Source: an optimization exercise on an open RTL-to-GDS flow (aim: small area, a short achievable clock period and few clock cycles per item). Production flows keep margins and buffers that such runs may drop. In this exercise RTL edits were held to simulation tests only and were not proved equivalent to the original. No activity file was given, so power comes from the tool's default toggle rates.

## hacodec
module hacodec (
    input  wire       clk,
    input  wire       rst,
    input  wire       in_valid,
    output wire       in_ready,
    input  wire [7:0] in_data,
    input  wire       in_last,
    output wire       out_valid,
    input  wire       out_ready,
    output wire [7:0] out_data,
    output wire       out_last
);
For scale: about 1600 cells after synthesis, roughly 230 flip-flops, about 24 I/O pins.
clock: 10.0 ns
lec_check: 0
abc_clock_period_in_ps: 4000
cap_margin: 20
core_margin: 2
core_utilization: 60
setup_slack_margin: 5
slew_margin: 20
standard.sh (not shown) runs the stock make flow with config.mk's settings and CLKGATE_MAP_FILE= SYNTH_SCRIPT=/design/flow/synth_recipe.tcl, a recipe that flattens the netlist after the stock synthesis.
==> flow/flow/run.sh <==
#!/bin/bash
set -euo pipefail
bash standard.sh SETUP_SLACK_MARGIN=6 MATCH_CELL_FOOTPRINT=0 \
  "BUFFER_PORTS_ARGS=-buffer_cell sky130_fd_sc_hd__buf_4" finish > flow_standard.log 2>&1
The starting point finished with timing, DRC and antenna clean.
Testbench counts at the start, summed over its fixed seeds: cycles 248,721, requests 32,000.
Then changed:
- CORE_UTILIZATION: 60 -> 40
- CTS_CLUSTER_DIAMETER: default -> 100
- CTS_CLUSTER_SIZE: default -> 20
After rerunning:
- The changed run finished clean
- cell area went down by 0.40%
- global-route usage went down by 13 points
- area after synthesis does not change
- wire length went up by 3.5%
- total power went down by 8.9%
- maximum frequency went up by 1.7%
- via count went down by about 3%
- sequential power stays flat
- clock power went down by 31%
- setup slack gets better by 0.064 ns
- clock-buffer cell count went down by 10
Then changed:
- CTS_CLUSTER_DIAMETER: 100 -> default
- CTS_CLUSTER_SIZE: 20 -> default
Result: Sequential share of layout area came out lower by 0.54 points; worst setup slack degrades by 0.055 ns; clock skew barely changes; maximum frequency decreases slightly.


Setup of ember:
Another version of the RTL of hacodec (not shown whole).
Size in the first run: about 1500 cells after synthesis, roughly 230 flip-flops, roughly 24 I/O pins, roughly 15000 um2 of cells after synthesis.
Design hacodec, start of the top module:
module hacodec (
    input  wire       clk,
    input  wire       rst,
    input  wire       in_valid,
    output wire       in_ready,
    input  wire [7:0] in_data,
    input  wire       in_last,
    output wire       out_valid,
    input  wire       out_ready,
    output wire [7:0] out_data,
    output wire       out_last
);
clock: 10.0 ns
lec_check: 0
abc_clock_period_in_ps: 4000
cap_margin: 20
core_margin: 2
core_utilization: 40
setup_slack_margin: 5
slew_margin: 20
==> flow/flow/run.sh <==
#!/bin/bash
set -euo pipefail
bash standard.sh SETUP_SLACK_MARGIN=6 finish > flow_standard.log 2>&1
ember reached the end of the flow, and the finished layout is clean on the timing, design-rule and antenna checks.
Testbench counts of ember, summed over its fixed seeds: cycles 252,879, requests 32,000.
> inputs changed (ember -> tundra)
==> flow/run.sh (new file) <==
#!/bin/bash
# synth_recipe.tcl (not shown) runs the flow's synth.tcl, then flattens the netlist and writes it again
# the make line also repeats each setting of config.mk as NAME=value (left out here)
make -C /OpenROAD-flow-scripts/flow DESIGN_CONFIG=/design/flow/config.mk WORK_HOME=/design/flow/orfs CLKGATE_MAP_FILE= SYNTH_SCRIPT=/design/flow/synth_recipe.tcl finish
removed: flow/flow/run.sh
removed: flow/standard.sh
## What came out
Count of antenna diodes in the layout came out exactly the same in ember and tundra.
| final instance area | higher: ember |
Between tundra and ember, it is tundra whose sequential share of layout area is higher, by 1.6 points.
Going from ember to tundra, count of cells along the worst register-to-register path shrinks by 1.
Summary — critical path depth, tundra relative to ember: higher, by 12.
There was hardly any difference in sequential power between ember and tundra.
Looking at worst setup path endpoint, the in_ready result is from ember; the Sv[70]$_SDFFE_PP0P_ one comes from tundra.
ember → tundra: standby leakage power shows a reduction of about 5%, via count shows a reduction of about 1.7%, areal power density over the cells shows an increase of 9.9 nW/um2, combined global-route utilization of all metal layers shows a reduction of 0.48 points, proportion of register bits with asynchronous set or reset after synthesis shows no meaningful change.

==> what the ideal ports hide <==
How much do the figures lean on ideal ports? The routed layouts below were timed once more, with nothing changed but the port constraints. Step 1, drivers: a clkbuf_16 drives clk and a buf_2 each remaining input, both assumed. Step 2 also shifts input and output timing later by t, the mid clock arrival at the registers, as if the neighbouring blocks saw the same clock. Three values: no drivers, after step 1, after step 2; two values: the first two.
run | t, ns | setup WS [ns] | worst setup path at the end | clock arrival spread, ns | cell pins on the clock port's net
the first run of note 1 | 0.613 | 6.039 / 6.039 / 5.467 | input to register | 0.035 / 0.035 | 1
the second run of note 1 | 0.562 | 6.104 / 6.101 / 5.539 | input to register | 0.017 / 0.017 | 1
the third run of note 1 | 0.605 | 6.049 / 6.074 / 5.469 | input to register | 0.015 / 0.015 | 1
ember | 0.625 | 6.009 / 5.953 / 5.464 | input to register | 0.010 / 0.011 | 1
tundra | 0.619 | 5.243 / 5.243 / 4.698 | input to register | 0.035 / 0.035 | 1
After both steps every run listed still meets setup and hold. The setup slack of the third run of note 1, which loses most, moves by +0.025 ns with the drivers and by -0.580 ns with both steps.
